From an optimization exercise on the open Yosys and OpenROAD flow, aimed at small area, a short achievable clock period and few clock cycles; shortcuts taken in it are not production practice.
Where RTL was checked, it was by simulation tests only, not by an equivalence proof against the original.
Power figures rest on the tool's default switching activity, not on a simulated workload.

// dither_core
module dither_core (
    input  wire        clk,
    input  wire        rst,             
    input  wire        start,
    input  wire [1:0]  cfg_mode,        
    input  wire        cfg_invert,
    input  wire        cfg_frame,
    input  wire        cfg_pack,        
    input  wire [7:0]  cfg_threshold,
    input  wire [15:0] cfg_width,
    input  wire [15:0] cfg_height,
    output reg         busy,
    output reg         done,
    output reg         error,
    input  wire        in_valid,
    output reg         in_ready,
    input  wire [15:0] in_data,
    output reg         out_valid,
    input  wire        out_ready,
    output reg  [7:0]  out_data,
    output reg         out_last
);
    localparam [15:0] FULL = 16'd65280;
    localparam        RW   = 28;           
    localparam        NV   = 60;           
    reg        idle;         
    reg [1:0]  mode;
    reg        pack;
    reg        invert;
    reg        frame;
    reg [7:0]  thr;
    reg [6:0]  wsrc;         
    reg [2:0]  wsel;         
    reg [15:0] rl;           
    reg  fs;                 
    reg  atk;                
    wire ord = mode == 2'd2;
    wire [5:0] wm1 = {wsel, 3'b111};       
    reg        run;          
    reg        err_st;       
    reg        hdr_act;      
    reg [3:0]  hdr_idx;
    reg        trl_act;      
    reg [2:0]  trl_idx;
    reg        pend_full;    
    reg [7:0]  pend_data;
    reg        pend_last;
    reg [5:0]  x;            
    reg [5:0]  p;            
    reg        row0, row1;   
    reg [2:0]  ym;           
    reg        vq;           
    reg [15:0] dq;
    reg        first;        
    reg        second;       
    reg        al;           
    reg        be;           
    reg        lastcol;      
    reg        penult;       
    reg        real_px;      
    reg        hdr_lag;      
    reg        pe_lag;       
    reg [6:0]  bits;
    wire start_ok = start && !busy && !rst;
    wire geom_bad = (cfg_width == 16'd0) || (cfg_width > 16'd64) || (cfg_height == 16'd0);
    wire lastrow = (rl == 16'd1);
    wire padok   = (!be || pe_lag) && !(lastcol && row0 && hdr_lag);
    wire proc    = run && al && (real_px ? vq : padok);
    wire [5:0] x_inc = lastcol ? 6'd0 : x + 6'd1;
    wire [5:0] p_inc = (p == wm1 || p == 6'd63) ? 6'd0 : p + 6'd1;
    wire [5:0] x1     = proc ? x_inc : x;
  ...
Size in the first run: ~3700 cells after synthesis, ~2000 flip-flops, ~80 I/O pins, ~53000 µm² of cells after synthesis.
Settings: LEC_CHECK=0, CAP_MARGIN=20, CORE_MARGIN=2, CORE_UTILIZATION=50, CTS_CLUSTER_DIAMETER=80, CTS_CLUSTER_SIZE=25, PLACE_DENSITY=0.65, SLEW_MARGIN=20; clock period 24.0 ns.
standard.sh (not shown) runs the stock make flow with config.mk's settings and CLKGATE_MAP_FILE= SYNTH_SCRIPT=/design/flow/synth_recipe.tcl, a recipe that flattens the netlist after the stock synthesis.
==> flow/flow/run.sh <==
#!/bin/bash
# Own layout flow: the standard synthesis and ORFS steps, with the timing
# repair asked to keep a setup margin (the clock and constraints are the standard flow's).
set -euo pipefail
bash standard.sh synth > synth.log 2>&1
bash standard.sh SETUP_SLACK_MARGIN=18 "BUFFER_PORTS_ARGS=-buffer_cell sky130_fd_sc_hd__buf_2" finish > layout.log 2>&1
The starting point finished clean.
Next try:
--- a/flow/design.v
+++ b/flow/design.v
@@ -55,19 +55,19 @@
     reg        second;       
     reg        al;           
     reg        be;           
     reg        lastcol;      
     reg        penult;       
     reg        real_px;      
     reg        hdr_lag;      
     reg        pe_lag;       
     reg [6:0]  bits;
-    wire start_ok = start && !busy && !rst;
+    wire start_ok = start && idle;
     wire geom_bad = (cfg_width == 16'd0) || (cfg_width > 16'd64) || (cfg_height == 16'd0);
     wire lastrow = (rl == 16'd1);
     wire padok   = (!be || pe_lag) && !(lastcol && row0 && hdr_lag);
     wire proc    = run && al && (real_px ? vq : padok);
     wire [5:0] x_inc = lastcol ? 6'd0 : x + 6'd1;
     wire [5:0] p_inc = (p == wm1 || p == 6'd63) ? 6'd0 : p + 6'd1;
     wire [5:0] x1     = proc ? x_inc : x;
     wire       rowst  = proc && lastcol;          
     wire       run1   = run && !(rowst && lastrow);
@@ -165,33 +165,49 @@
                         + (m_r ? {2'b0, l3(ew1[3:0])} + {3'd0, rnd16(ew1)} : 4'd0);
     wire signed [16:0] c_nx = u1 + u2 + u3 + u4 + u5 + $signed({13'd0, ps});
     wire        in_big = (in_data[15:8] == 8'hFF) && (in_data[7:0] != 8'd0);
     wire [15:0] dq_nx  = (!real1 || in_big) ? FULL : in_data;
     wire [15:0] fval   = dq;
     wire signed [12:0] za   = ea >>> 4;
     wire signed [18:0] za19 = {{6{za[12]}}, za};
     wire signed [18:0] ea19 = {{5{ea[16]}}, ea[16:3]};
     wire signed [18:0] eb19 = {{5{eb[16]}}, eb[16:3]};
-    wire        [2:0]  lr   = l7(ea[3:0]) + {2'd0, rnd16(ea)};
+    reg         [2:0]  lr;
+    always @(*) begin
+        case ({ea[16], ea[3:0]})
+            5'h00, 5'h01, 5'h02, 5'h10:        lr = 3'd0;
+            5'h03, 5'h04, 5'h11, 5'h12:        lr = 3'd1;
+            5'h05, 5'h06, 5'h13, 5'h14:        lr = 3'd2;
+            5'h07, 5'h08, 5'h09, 5'h15, 5'h16: lr = 3'd3;
+            5'h0A, 5'h0B, 5'h17, 5'h18, 5'h19: lr = 3'd4;
+            5'h0C, 5'h0D, 5'h1A, 5'h1B:        lr = 3'd5;
+            5'h0E, 5'h0F, 5'h1C, 5'h1D:        lr = 3'd6;
+            default:                           lr = 3'd7;
+        endcase
+    end
     wire        c8a = ea[16] && ea[2:0] != 3'd0;
     wire        c8b = eb[16] && eb[2:0] != 3'd0;
     wire [18:0] op0 = {3'b000, fval};
     wire [18:0] op1 = cc;
     wire [18:0] op2 = first ? 19'd0 : fs ? {za19[15:0], lr} : ea19;
     wire [18:0] op3 = (first || (!fs && second)) ? 19'd0 : fs ? ~za19 : eb19;
     wire        b1  = !first && (fs || c8a);
     wire        b2  = !first && !fs && !second && c8b;
-    wire [18:0] s1  = op0 ^ op1 ^ op2;
-    wire [18:0] k1  = {(op0[17:0] & op1[17:0]) | (op0[17:0] & op2[17:0]) | (op1[17:0] & op2[17:0]), b1};
-    wire [18:0] s2  = s1 ^ k1 ^ op3;
-    wire [18:0] k2  = {(s1[17:0] & k1[17:0]) | (s1[17:0] & op3[17:0]) | (k1[17:0] & op3[17:0]), b2};
+    wire [18:0] s1  = op0 ^ op1 ^ op3;
+    wire [18:0] k1  = {(op0[17:0] & op1[17:0]) | (op0[17:0] & op3[17:0]) | (op1[17:0] & op3[17:0]), b1};
+    wire [18:0] s2  = s1 ^ k1 ^ op2;
+    wire [18:0] k2  = {(s1[17:0] & k1[17:0]) | (s1[17:0] & op2[17:0]) | (k1[17:0] & op2[17:0]), b2};
     wire signed [18:0] v  = s2 + k2;
-    wire signed [18:0] vt = s2 + k2 - {3'b000, thr, 8'd0};
+    wire [10:0] nthr = -{3'b000, thr};
+    wire [18:0] nt  = {nthr, 8'd0};
+    wire [18:0] s3  = s2 ^ k2 ^ nt;
+    wire [18:0] k3  = {(s2[17:0] & k2[17:0]) | (s2[17:0] & nt[17:0]) | (k2[17:0] & nt[17:0]), 1'b0};
+    wire signed [18:0] vt = s3 + k3;
     wire        d_white = !vt[18];
     wire [8:0]  vh_inc  = v[16:8] + 9'd1;
     wire signed [16:0] e_new = d_white ? {~vh_inc[8], vh_inc[7:0], v[7:0]} : v[16:0];
     wire [7:0]  fh    = fval[15:8];
     wire [5:0]  bm    = {x[0] ^ ym[0], ym[0], x[1] ^ ym[1], ym[1], x[2] ^ ym[2], ym[2]};
     wire        o_black = ({2'b00, fh} + 10'd126) < ({2'b00, bm, 2'b00} + {2'b00, thr});
     wire        n_black = (fh < thr);
     wire        p_black = real_px && (dq != 16'd0);
     wire        black   = pack ? p_black : (fs || atk) ? !d_white : ord ? o_black : n_black;
Critical path depth grows by 5.
Via count grows by about 3%.
Combinational power grows by about 3%.
Global-route usage shrinks by 0.47 points.
Count of clock-buffer cells in the layout shrinks by 5.
Wire length shrinks by about 0.5%.
Final cell count grows by 2.0%.
Core utilization shrinks by 0.12 points.
Non-clock buffer count shrinks by 4.
Setup slack gains 0.10 ns.
Worst hold slack gains 0.0073 ns.
Synthesized area grows by 1.6%.
Clock skew stays flat.
Function was not checked in any run of this note: the RTL went through the layout flow alone.


red:
Another version of the RTL of dither_core (not shown whole).
For scale: ~3600 cells after synthesis, roughly 2000 flip-flops, ~80 I/O pins, about 52000 sq um of cells after synthesis.
## dither_core
module dither_core (
    input  wire        clk,
    input  wire        rst,             
    input  wire        start,
    input  wire [1:0]  cfg_mode,        
    input  wire        cfg_invert,
    input  wire        cfg_frame,
    input  wire        cfg_pack,        
    input  wire [7:0]  cfg_threshold,
    input  wire [15:0] cfg_width,
    input  wire [15:0] cfg_height,
    output reg         busy,
    output reg         done,
    output reg         error,
    input  wire        in_valid,
    output reg         in_ready,
    input  wire [15:0] in_data,
    output reg         out_valid,
    input  wire        out_ready,
    output reg  [7:0]  out_data,
    output reg         out_last
);
export LEC_CHECK = 0
export CAP_MARGIN = 20
export CORE_MARGIN = 2
export CORE_UTILIZATION = 60
export PLACE_DENSITY = 0.75
export SLEW_MARGIN = 20
create_clock -name core_clock -period 24.0 [get_ports {clk}]
==> flow/flow/run.sh <==
#!/bin/bash
# Own layout flow: the standard synthesis and ORFS steps, with the timing
# repair asked to keep a setup margin (the clock and constraints are the standard flow's).
set -euo pipefail
bash standard.sh synth > synth.log 2>&1
bash standard.sh SETUP_SLACK_MARGIN=18 "BUFFER_PORTS_ARGS=-buffer_cell sky130_fd_sc_hd__buf_2" \
  "CTS_ARGS=-sink_clustering_enable -repair_clock_nets -sink_clustering_size 20 -sink_clustering_max_diameter 60 -dont_use_dummy_load -sink_clustering_buffer sky130_fd_sc_hd__clkbuf_8" \
  finish > layout.log 2>&1
Testbench counts of red, summed over its fixed seeds: cycles 111,708.
diff inputs: red => blue
--- a/flow/design.v
+++ b/flow/design.v
@@ -104,24 +104,19 @@
     wire       padproc1 = run1 && al1 && !real1 && (!be1 || pe_lag1)
                           && !(lastcol1 && row0_1 && hdr_act);
     wire       realgo1  = run1 && al1 && real1;
     wire       vq1      = in_valid && in_ready;
     wire       in_ready_nx = (realgo1 ? vq1 : padproc1) ? rdyA : rdyB;
     reg  [RW-1:0] vr [0:NV-1];
     reg  [RW-1:0] e1, e2, e3, e4;
     reg  [RW-1:0] tap;
     always @(*) begin
-        case (lsel)
-            2'd0: tap = vr[35];
-            2'd1: tap = vr[43];
-            2'd2: tap = vr[51];
-            default: tap = vr[59];
-        endcase
+        tap = lsel[1] ? (lsel[0] ? vr[59] : vr[51]) : (lsel[0] ? vr[43] : vr[35]);
     end
     reg  signed [16:0] ea;
     reg         [14:0] eb;        
     reg  signed [16:0] cc;        
     reg                wb_last;   
     function signed [13:0] atk_a;
         input signed [16:0] e;
         atk_a = (e >>> 3) + $signed({13'd0, e[16] && e[2:0] != 3'd0});
     endfunction
@@ -150,19 +145,23 @@
     wire        [3:0]  rr4 = e1[17:14];
     wire               rl_ = zl[13] && rl4 != 4'd0;
     wire               rm_ = zm[13] && rm4 != 4'd0;
     wire               rr_ = zr[13] && rr4 != 4'd0;
     wire               x1_0 = proc ? lastcol : first;     
     wire               m_l  = !row0_1 && !x1_0;
     wire               m_m  = !row0_1;
     wire               m_r  = !row0_1 && !lastcol1;
     wire               m_d  = !row0_1 && !row1_1;
-    wire        [2:0]  l5m  = {1'b0, l5(rm4)} + {2'd0, rm_};
+    wire        [2:0]  l5m  = !zm[13] ?
+                            ((rm4 >= 4'd13) ? 3'd4 : (rm4 >= 4'd10) ? 3'd3 : (rm4 >= 4'd7) ? 3'd2 :
+                             (rm4 >= 4'd4)  ? 3'd1 : 3'd0) :
+                            ((rm4 >= 4'd13) ? 3'd5 : (rm4 >= 4'd10) ? 3'd4 : (rm4 >= 4'd7) ? 3'd3 :
+                             (rm4 >= 4'd4)  ? 3'd2 : (rm4 >= 4'd1) ? 3'd1 : 3'd0);
     wire        [1:0]  l3r  = m_r ? l3(rr4) : 2'd0;
     wire signed [16:0] u1 = m_l ? zl : 17'sd0;
     wire signed [16:0] u3 = m_m ? zm : 17'sd0;
     wire signed [16:0] u5 = m_r ? zr : 17'sd0;
     wire signed [16:0] u2 = fs ? $signed({u3[14:0], l3r}) : (m_d ? $signed(e2[27:14]) : 17'sd0);
     wire signed [16:0] u4 = fs ? $signed({u5[15:0], m_l && rl_}) : 17'sd0;
     wire        [2:0]  u6 = (fs && m_m) ? l5m : 3'd0;
     wire               u7 = fs && m_r && rr_;
     wire signed [16:0] c_nx = u1 + u2 + u3 + u4 + u5 + $signed({14'd0, u6}) + $signed({16'd0, u7});
@@ -186,30 +185,32 @@
     wire [18:0] op1 = cc;
     wire [18:0] op2 = first ? 19'd0 : fs ? {za19[15:0], lr} : ea19;
     wire [18:0] op3 = (first || (!fs && second)) ? 19'd0 : fs ? ~za19 : eb19;
     wire        b1  = !first && (fs || c8a);
     wire        b2  = !first && !fs && !second && c8b;
     wire [18:0] s1  = op0 ^ op1 ^ op3;
     wire [18:0] k1  = {(op0[17:0] & op1[17:0]) | (op0[17:0] & op3[17:0]) | (op1[17:0] & op3[17:0]), b1};
     wire [18:0] s2  = s1 ^ k1 ^ op2;
     wire [18:0] k2  = {(s1[17:0] & k1[17:0]) | (s1[17:0] & op2[17:0]) | (k1[17:0] & op2[17:0]), b2};
-    wire signed [18:0] v  = s2 + k2;
+    wire [8:0]  vlo = s2[7:0] + k2[7:0];
+    wire        c8  = vlo[8];
+    wire [10:0] v_hi = s2[18:8] + k2[18:8] + {10'd0, c8};
     wire [10:0] nthr = -{3'b000, thr};
-    wire [18:0] nt  = {nthr, 8'd0};
-    wire [18:0] s3  = s2 ^ k2 ^ nt;
-    wire [18:0] k3  = {(s2[17:0] & k2[17:0]) | (s2[17:0] & nt[17:0]) | (k2[17:0] & nt[17:0]), 1'b0};
-    wire signed [18:0] vt = s3 + k3;
-    wire        d_white = !vt[18];
-    wire [18:0] kw  = 19'h70100;
-    wire [18:0] s4  = s2 ^ k2 ^ kw;
-    wire [18:0] k4  = {(s2[17:0] & k2[17:0]) | (s2[17:0] & kw[17:0]) | (k2[17:0] & kw[17:0]), 1'b0};
-    wire [18:0] vw  = s4 + k4;
-    wire signed [16:0] e_new = d_white ? vw[16:0] : v[16:0];
+    wire [10:0] sT  = s2[18:8] ^ k2[18:8] ^ nthr;
+    wire [10:0] kT  = {(s2[17:8] & k2[17:8]) | (s2[17:8] & nthr[9:0]) | (k2[17:8] & nthr[9:0]), 1'b0};
+    wire [10:0] vt_hi = sT + kT + {10'd0, c8};
+    wire        d_white = !vt_hi[10];
+    wire [10:0] kwc = 11'h701;                  
+    wire [10:0] sW  = s2[18:8] ^ k2[18:8] ^ kwc;
+    wire [10:0] kW  = {(s2[17:8] & k2[17:8]) | (s2[17:8] & kwc[9:0]) | (k2[17:8] & kwc[9:0]), 1'b0};
+    wire [10:0] vw_hi = sW + kW + {10'd0, c8};
+    wire signed [18:0] v = {v_hi, vlo[7:0]};
+    wire signed [16:0] e_new = {d_white ? vw_hi[8:0] : v_hi[8:0], vlo[7:0]};
     wire [7:0]  fh    = fval[15:8];
     wire [5:0]  bm    = {x[0] ^ ym[0], ym[0], x[1] ^ ym[1], ym[1], x[2] ^ ym[2], ym[2]};
     wire        o_black = ({2'b00, fh} + 10'd126) < ({2'b00, bm, 2'b00} + {2'b00, thr});
     wire        n_black = (fh < thr);
     wire        p_black = real_px && (dq != 16'd0);
     wire        black   = pack ? p_black : (fs || atk) ? !d_white : ord ? o_black : n_black;
     wire        pix_bit = pack ? black : (black ^ invert);
     reg [7:0] hdr_byte;
     always @(*) begin
==> run notes <==
- On worst path setup slack after routing: blue sits above red.
- Minimum hold slack was lower in the run labelled red.
- Non-clock buffer count in blue is 5.1% higher than in red
- Clock share of power in blue is 2.1 points below red.
- Delta (blue minus red): number of buffers inserted by post-CTS setup repair held, core utilization up 0.26 points, clock-buffer cell count decreased by 1.7% relative to the old numbers, combined area of all synthesized cells down 910 sq um, clock slew seen by the registers of the worst setup and hold paths shows no meaningful change.
- blue vs red — power per cell area rose 9.5%.
- Total non-filler cell area in the finished layout, blue and red: smaller value in blue
- In blue, the routed wire length came out 3.5 mm below the value in red.
- Relative slew slack on blue is behind red.
Testbench counts of blue, summed over its fixed seeds: cycles 111,708.

-- port drivers added, routing unchanged --
In the flow no input, the clock included, has a driving cell. The finished layouts below were timed again as built, in two steps. Step 1 (the two cells are an assumption about what drives the block):
set clk [get_ports {clk}]
set_driving_cell -lib_cell sky130_fd_sc_hd__clkbuf_16 $clk
set_driving_cell -lib_cell sky130_fd_sc_hd__buf_2 [delete_from_list [all_inputs] $clk]
Step 2 times the ports against the registers' clock, not the clock port: input delays grow and output delays shrink by t, the midpoint of the rising clock arrivals with the driver on. Slacks: no drivers / after step 1 / after step 2; pairs: no drivers / after step 1.
run | t (ns) | slack for setup (ns) | worst setup path at the end | slew at the worst register clock pin (ns) | pins driven straight from the clock port
the first run of note 1 | 0.752 | 17.800 / 17.800 / 17.383 | input to register | 0.11 / 0.11 | 1
the second run of note 1 | 0.762 | 17.902 / 17.872 / 17.438 | input to register | 0.10 / 0.10 | 1
red | 0.690 | 18.005 / 17.943 / 17.640 | input to register | 0.12 / 0.12 | 1
blue | 0.678 | 18.034 / 17.968 / 17.515 | input to register | 0.12 / 0.12 | 1
After both steps setup and hold are still met in every run listed. For blue, which loses most, drivers alone change the setup slack by -0.066 ns; drivers and shift together by -0.519 ns.
